Context: an optimization exercise on an open-source flow, tuned for small area, a short achievable clock period and few clock cycles. The choices shown serve that exercise and are no tape-out recipe.
Where RTL was checked, it was by simulation tests only, not by an equivalence proof against the original.
No activity file was given, so power comes from the tool's default toggle rates.

job 4645:
Design spa, start of the top module:
module spa (
  input  wire        clk,
  input  wire        rst,         
  output wire        ready,       
  input  wire        reg_rd,
  input  wire        reg_wr,
  input  wire [7:0]  reg_addr,
  input  wire [31:0] reg_wdata,
  output wire [31:0] rdata,
  input  wire        cmd_valid,
  input  wire [63:0] cmd_word,
  output wire        err_o
);
For scale: ~3900 cells after synthesis, ~400 flip-flops, ~140 I/O pins, roughly 32000 sq um of cells after synthesis.
==> flow/config.mk <==
export PLATFORM = sky130hd
export DESIGN_NAME = spa
export DESIGN_NICKNAME = spa
export VERILOG_FILES = /design/flow/design.v
export SDC_FILE = /design/flow/constraint.sdc
export NUM_CORES = 4
export LEC_CHECK = 0
export CAP_MARGIN = 20
export CORE_MARGIN = 2
export CORE_UTILIZATION = 40
export SETUP_SLACK_MARGIN = 5
export SLEW_MARGIN = 20
==> flow/constraint.sdc <==
create_clock -name core_clock -period 10.0 [get_ports {clk}]
set_input_delay 2.0000 -clock core_clock [delete_from_list [all_inputs] [get_ports {clk}]]
set_output_delay 2.0000 -clock core_clock [all_outputs]
set_load 0.01 [all_outputs]
standard.sh (not shown) runs the stock make flow with config.mk's settings and CLKGATE_MAP_FILE= SYNTH_SCRIPT=/design/flow/synth_recipe.tcl, a recipe that flattens the netlist after the stock synthesis.
==> flow/flow/run.sh <==
#!/bin/bash
# The standard layout (standard synthesis unchanged) with the smallest buffer
# on every port instead of the default delay-buffer cell, and the timing
# repair asked for 5.4 ns of setup slack. Each tool's output goes to a log
# file in the work folder.
set -euo pipefail
bash standard.sh SETUP_SLACK_MARGIN=5.4 "BUFFER_PORTS_ARGS=-buffer_cell sky130_fd_sc_hd__buf_1" finish > standard_flow.log 2>&1
Testbench counts of job 4645, summed over its fixed seeds: cycles 92,356.
Edits applied to the flow inputs when going from job 4645 to job 6602:
==> flow/flow/run.sh <==
#!/bin/bash
# The standard layout (standard synthesis unchanged) with the smallest buffer
# on every port instead of the default delay-buffer cell. Each tool's output
# goes to a log file in the work folder.
set -euo pipefail
bash standard.sh "BUFFER_PORTS_ARGS=-buffer_cell sky130_fd_sc_hd__buf_1" finish > standard_flow.log 2>&1
==> run summary <==
Going from job 4645 to job 6602, share of the cycle needed by the critical path after routing went up by 0.77 points, maximum frequency went down by about 1.5%, data required time at the worst endpoint went down by 0.19 ns, worst max-slew margin expressed relative to the limit went up by 3.5 points, critical path depth went down by 1. Job 6602 against job 4645: number of gates resized after cts shrank by 148; number of multi-input combinational cells in the layout held steady.
Here is what was changed in the inputs of job 1034 compared with job 6602.
==> flow/flow/run.sh <==
#!/bin/bash
# The standard layout (standard synthesis unchanged) with the smallest buffer
# on every port instead of the default delay-buffer cell, and the timing
# repair asked for 5.2 ns of setup slack. Each tool's output goes to a log
# file in the work folder.
set -euo pipefail
bash standard.sh SETUP_SLACK_MARGIN=5.2 "BUFFER_PORTS_ARGS=-buffer_cell sky130_fd_sc_hd__buf_1" finish > standard_flow.log 2>&1
Results
- Job 1034 vs job 6602, global-route met3 utilization went up by 0.94 points.
- Final cell area: job 1034 above job 6602
- Fmax: job 1034 above job 6602
- On job 1034: power share of the combinational group is 0.9 points higher than what job 6602 gave.
- Relative to job 6602, fraction of the cycle the final worst path needs decreased by 1.5 points in job 1034.
- [job 1034] time the worst path needs with I/O delays and setup fell 0.15 ns relative to job 6602
- Summary — non-filler instance count after layout, job 1034 relative to job 6602: higher, by about 0.5%.
- Job 6602 → job 1034: buffer count excluding the clock tree in the final layout rose 24; multi-input gate share of total cell area decreased 0.24 points; count of clock-buffer cells in the layout up about 1.8%.

========
The RTL this note starts from:
==> flow/design.v <==
module spa (
  input  wire        clk,
  input  wire        rst,         
  output wire        ready,       
  input  wire        reg_rd,
  input  wire        reg_wr,
  input  wire [7:0]  reg_addr,
  input  wire [31:0] reg_wdata,
  output wire [31:0] rdata,
  input  wire        cmd_valid,
  input  wire [63:0] cmd_word,
  output wire        err_o
);
  localparam [31:0] ID_VALUE     = 32'h5350_4131;
  localparam [31:0] CONFIG_VALUE = 32'h0000_0610;
  localparam [3:0] MC_LAST = 4'd7;      
  localparam [3:0] DC_LAST = 4'd15;     
  reg [31:0] pos;
  reg [15:0] frac;
  reg [31:0] delta;
  reg [31:0] lbeg;
  reg [31:0] lend;
  reg        dir;           
  reg        stopped;
  reg        disowned;
  reg [5:0]  handle;
  reg [2:0]  status;        
  reg        err;           
  reg [63:0] chact;
  reg        busy;
  reg        rdy;           
  reg        ph_m, ph_m0, ph_m1, ph_p1, ph_p2, ph_d, ph_d0, ph_f;
  reg [3:0]  cnt;
  reg        is_nl, is_fw, is_pp, back;
  reg        illegal;
  reg        lorder;        
  reg [31:0] len;           
  reg [33:0] len3;          
  reg        bnd_r;         
  reg [15:0] f1r;           
  reg        rinit;         
  reg        fin;           
  reg [32:0] A;
  reg [31:0] Q;
  assign ready = rdy;
  assign err_o = err;
  wire acc_wr  = ~busy & reg_wr;
  wire acc_cmd = ~busy & cmd_valid;
  wire [35:0] mul_sum = {4'd0, A[31:0]} + delta * Q[3:0];
  wire [32:0] d_a0  = ph_d0 ? {32'd0, rinit} : A;
  wire        d_s0  = d_a0[32];
  wire [33:0] d_r1  = {d_a0, Q[31]} + ({2'b00, len} ^ {34{~d_s0}}) + {33'd0, ~d_s0};
  wire [34:0] d_4r  = {d_a0, Q[31], Q[30]};
  wire [34:0] d_kp  = d_s0 ? {3'b000, len} : ~{1'b0, len3};
  wire [34:0] d_kn  = d_s0 ? {1'b0, len3} : ~{3'b000, len};
  wire [34:0] d_cp  = d_4r + d_kp + {34'd0, ~d_s0};
  wire [34:0] d_cn  = d_4r + d_kn + {34'd0, ~d_s0};
  wire        d_n1  = d_r1[33];
  wire [34:0] d_r2  = d_n1 ? d_cn : d_cp;
  wire [31:0] r4716 = {A[15:0], Q[31:16]};
  wire        c48   = back & ~|r4716 & (Q[15:0] < ~frac);
  wire        rneg  = A[32];    
  wire sa_lend = ph_m0 | (ph_f & (is_fw ? rneg : back));
  wire sa_len  = ph_m1;
  wire sa_pos  = ph_p1;
  wire sa_A    = ph_p2 & ~back;
  wire sa_lbeg = (ph_p2 & back) | (ph_f & (is_fw ? ~rneg : ~back));
  wire sb_lbeg = ph_m0;
  wire sb_len2 = ph_m1;
  wire sb_r    = ph_p1;
  wire sb_lend = ph_p2 & ~back;
  wire sb_A    = (ph_p2 & back) | ph_f;
  wire x_inv   = ph_m0 | (ph_p1 & back) | ph_p2 | (ph_f & is_pp & (rneg ^ back));
  wire x_c     = ph_m0 | (ph_p1 & back) | ph_p2;
  wire [33:0] xa = ({34{sa_lend}} & {2'b00, lend})
                 | ({34{sa_len}}  & {2'b00, len})
                 | ({34{sa_pos}}  & {2'b00, pos})
                 | ({34{sa_A}}    & {2'b00, A[31:0]})
                 | ({34{sa_lbeg}} & {2'b00, lbeg});
  wire [33:0] xb = ({34{sb_lbeg}} & {2'b00, lbeg})
                 | ({34{sb_len2}} & {1'b0, len, 1'b0})
                 | ({34{sb_r}}    & {1'b0, c48, r4716})
                 | ({34{sb_lend}} & {2'b00, lend})
                 | ({34{sb_A}}    & {A[32], A});
  wire [33:0] xs = xa + (xb ^ {34{x_inv}}) + {33'd0, x_c};
  wire lzero   = ~|len;
  wire f_lord  = ~illegal & ~is_nl & bnd_r & lorder;
  wire f_ppz   = ~illegal & is_pp & bnd_r & ~lorder & lzero;
  wire f_any   = illegal | f_lord | f_ppz;
  reg [5:0]  ra;
  reg [31:0] rd_val;
  always @* begin
    case (ra)
      6'h00:   rd_val = pos;
      6'h01:   rd_val = {16'd0, frac};
      6'h02:   rd_val = delta;
      6'h03:   rd_val = lbeg;
      6'h04:   rd_val = lend;
      6'h05:   rd_val = {30'd0, stopped, dir};
      6'h06:   rd_val = {disowned, 25'd0, handle};
      6'h07:   rd_val = {29'd0, status};
      6'h08:   rd_val = ID_VALUE;
      6'h09:   rd_val = CONFIG_VALUE;
      6'h10:   rd_val = chact[31:0];
      6'h11:   rd_val = chact[63:32];
      default: rd_val = 32'd0;
    endcase
  end
  always @(posedge clk) ra <= reg_addr[7:2];
  assign rdata = rd_val;
  always @(posedge clk) begin
    if (acc_cmd) begin
      is_nl   <= (cmd_word[1:0] == 2'd0);
      is_fw   <= (cmd_word[1:0] == 2'd1);
      is_pp   <= (cmd_word[1:0] == 2'd2);
      back    <= (cmd_word[1:0] == 2'd2) & dir;
      illegal <= (cmd_word[1:0] == 2'b11) | (|cmd_word[31:2]);
      Q       <= cmd_word[63:32];
      A       <= {17'd0, ((cmd_word[1:0] == 2'd2) & dir) ? ~frac : frac};
    end else if (ph_m) begin
      A <= {1'b0, mul_sum[35:4]};
      Q <= {mul_sum[3:0], Q[31:4]};
    end else if (ph_p1) begin
      A <= xs[32:0];
    end else if (ph_p2) begin
      Q <= xs[31:0];
    end else if (ph_d) begin
      A <= d_r2[32:0];
      Q <= {Q[29:0], ~d_n1, ~d_r2[34]};
    end
    if (ph_m0) begin
      len    <= xs[31:0];
      lorder <= xs[33];
    end
    if (ph_m1) len3 <= xs;
    if (ph_p1) f1r <= back ? ~Q[15:0] : Q[15:0];
    if (ph_p2) begin
      bnd_r <= ~xs[33];
      rinit <= xs[32] & (len != 32'd1);
    end
  end
  always @(posedge clk) begin
    if (rst) begin
      pos      <= 32'd0;
      frac     <= 16'd0;
      delta    <= 32'd0;
      lbeg     <= 32'd0;
      lend     <= 32'd0;
      dir      <= 1'b0;
      stopped  <= 1'b0;
      disowned <= 1'b0;
      handle   <= 6'd0;
      status   <= 3'd0;
      err      <= 1'b0;
      chact    <= 64'd0;
      busy     <= 1'b0;
      rdy      <= 1'b1;
      ph_m     <= 1'b0;
      ph_m0    <= 1'b0;
      ph_m1    <= 1'b0;
      ph_p1    <= 1'b0;
      ph_p2    <= 1'b0;
      ph_d     <= 1'b0;
      ph_d0    <= 1'b0;
      ph_f     <= 1'b0;
      cnt      <= 4'd0;
      fin      <= 1'b0;
    end else begin
      if (acc_wr) begin
        case (reg_addr[7:2])
          6'h00: pos   <= reg_wdata;
          6'h01: frac  <= reg_wdata[15:0];
          6'h02: delta <= reg_wdata;
          6'h03: lbeg  <= reg_wdata;
          6'h04: lend  <= reg_wdata;
          6'h05: begin
            dir     <= reg_wdata[0];
            stopped <= reg_wdata[1];
          end
          6'h06: begin
            handle   <= reg_wdata[5:0];
            disowned <= reg_wdata[31];
          end
          6'h07: begin
            status <= status & ~reg_wdata[2:0];
            err    <= |(status & ~reg_wdata[2:0]);
          end
          6'h10: chact[31:0]  <= reg_wdata;
          6'h11: chact[63:32] <= reg_wdata;
          default: ;
        endcase
      end
      ph_m0 <= acc_cmd;
      ph_m1 <= ph_m0;
      ph_p1 <= ph_m & (cnt == MC_LAST);
      ph_p2 <= ph_p1;
      ph_d0 <= ph_p2;
      ph_f  <= ph_d & (cnt == DC_LAST);
      if (acc_cmd) begin
        busy <= 1'b1;
        rdy  <= 1'b0;
        ph_m <= 1'b1;
      end
      if (ph_m | ph_d) cnt <= cnt + 4'd1;
      if (ph_m & (cnt == MC_LAST)) begin
        ph_m <= 1'b0;
        cnt  <= 4'd0;
      end
      if (ph_p2) ph_d <= 1'b1;
      if (ph_d & (cnt == DC_LAST)) ph_d <= 1'b0;
      if (ph_f) begin
        busy <= 1'b0;
        rdy  <= 1'b1;
      end
      if (ph_d0) begin
        status <= status | {f_ppz, f_lord, illegal};
        err    <= err | f_any;
        fin    <= ~f_any & ~is_nl & bnd_r & ~lzero;
        if (~f_any) begin
          frac <= f1r;
          if (is_nl) begin
            if (bnd_r) begin
              stopped <= 1'b1;
              if (!disowned) chact[handle] <= 1'b0;
              else           pos <= A[31:0];
            end else begin
              pos <= A[31:0];
            end
          end else if (!bnd_r) begin
            pos <= A[31:0];
          end else if (is_fw & lzero) begin
            pos <= 32'd0;
          end
        end
      end
      if (ph_f & fin) begin
        pos <= xs[31:0];
        if (is_pp & rneg) begin
          dir  <= ~dir;
          frac <= ~frac + 16'd1;
        end
      end
    end
  end
endmodule
Settings: LEC_CHECK=0, CAP_MARGIN=20, CORE_MARGIN=2, CORE_UTILIZATION=60, SETUP_SLACK_MARGIN=5, SLEW_MARGIN=20; clock period 10.0 ns.
run.sh (not shown) runs the stock make flow with config.mk's settings and CLKGATE_MAP_FILE= SYNTH_SCRIPT=/design/flow/synth_recipe.tcl, a recipe that flattens the netlist after the stock synthesis.
Stock flow here: none of the scripts above is used.
Edit:
CORE_UTILIZATION = 40   (was 60)
Effect: Utilization decreases by 23 points; sequential power barely changes; global-route usage shrinks by 14 points; fmax is higher by 1.3%; synthesized cell count does not change; clock power hardly moves.
Edit:
SETUP_SLACK_MARGIN = 4   (was 5)
The changed run finished clean.
Worst hold slack improves by 9.8 ps.
Sequential share of layout area goes up by 0.66 points.
Clock skew goes down by 17 ps.
Count of clock-buffer cells in the layout goes down by 6.
Synthesized cell count is unchanged.
Wire length goes down by 2.1%.
Final area goes down by 2.7%.
Core utilization goes down by 1.2 points.
Worst setup slack degrades by 770 ps.
Global-route usage goes down by 0.36 points.
Sequential power is about the same.
Edit:
==> flow/flow/run.sh (new file) <==
#!/bin/bash
set -euo pipefail
bash standard.sh SETUP_SLACK_MARGIN=5.8 finish > standard_flow.log 2>&1
==> flow/standard.sh (new file) <==
#!/bin/bash
# synth_recipe.tcl (not shown) runs the flow's synth.tcl, then flattens the netlist and writes it again
# the make line also repeats each setting of config.mk as NAME=value (left out here)
make -C /OpenROAD-flow-scripts/flow DESIGN_CONFIG=/design/flow/config.mk WORK_HOME=/design/flow/orfs CLKGATE_MAP_FILE= SYNTH_SCRIPT=/design/flow/synth_recipe.tcl "${@:-finish}"
SETUP_SLACK_MARGIN = not set   (was 4)
removed: flow/run.sh
Outcome: The new run produced a clean layout; final cell count increases by about 6%; utilization increases by 7.8 points; sequential share of layout area decreases by 3.7 points.
Function was not checked in any run of this note: the RTL went through the layout flow alone.

-- afterwards: timing with drivers on the ports --
The flow's constraints put no driver on any port. The routed layouts listed below were extracted and timed again, unchanged, in two steps. Step 1: set_driving_cell puts a clkbuf_16 on clk and a buf_2 on each other input, an assumption about the parent block. Step 2, shift: input delay + t, output delay - t, t = (earliest + latest rising clock arrival at the registers) / 2. This alone moves slack from input paths to output paths. a / b / c = no drivers / after step 1 / after step 2; a / b = the first two.
run | shift t [ns] | setup WS [ns] | worst setup path at the end | latest minus earliest clock arrival (ns)
job 4645 | 0.675 | 5.084 / 5.084 / 5.084 | register to register | 0.041 / 0.041
job 6602 | 0.657 | 5.008 / 5.002 / 5.008 | register to register | 0.031 / 0.031
job 1034 | 0.652 | 5.156 / 5.153 / 5.156 | register to register | 0.024 / 0.024
the first run of note 2 | 0.674 | 4.947 / 4.906 / 4.739 | input to register | 0.035 / 0.035
the second run of note 2 | 0.665 | 5.011 / 4.973 / 5.011 | register to register | 0.042 / 0.042
the third run of note 2 | 0.659 | 4.242 / 4.182 / 4.242 | register to register | 0.025 / 0.025
the fourth run of note 2 | 0.670 | 5.148 / 5.148 / 5.148 | register to register | 0.024 / 0.024
After both steps setup and hold are still met in every run listed. The setup slack of the first run of note 2, which loses most, moves by -0.041 ns with the drivers and by -0.208 ns with both steps.
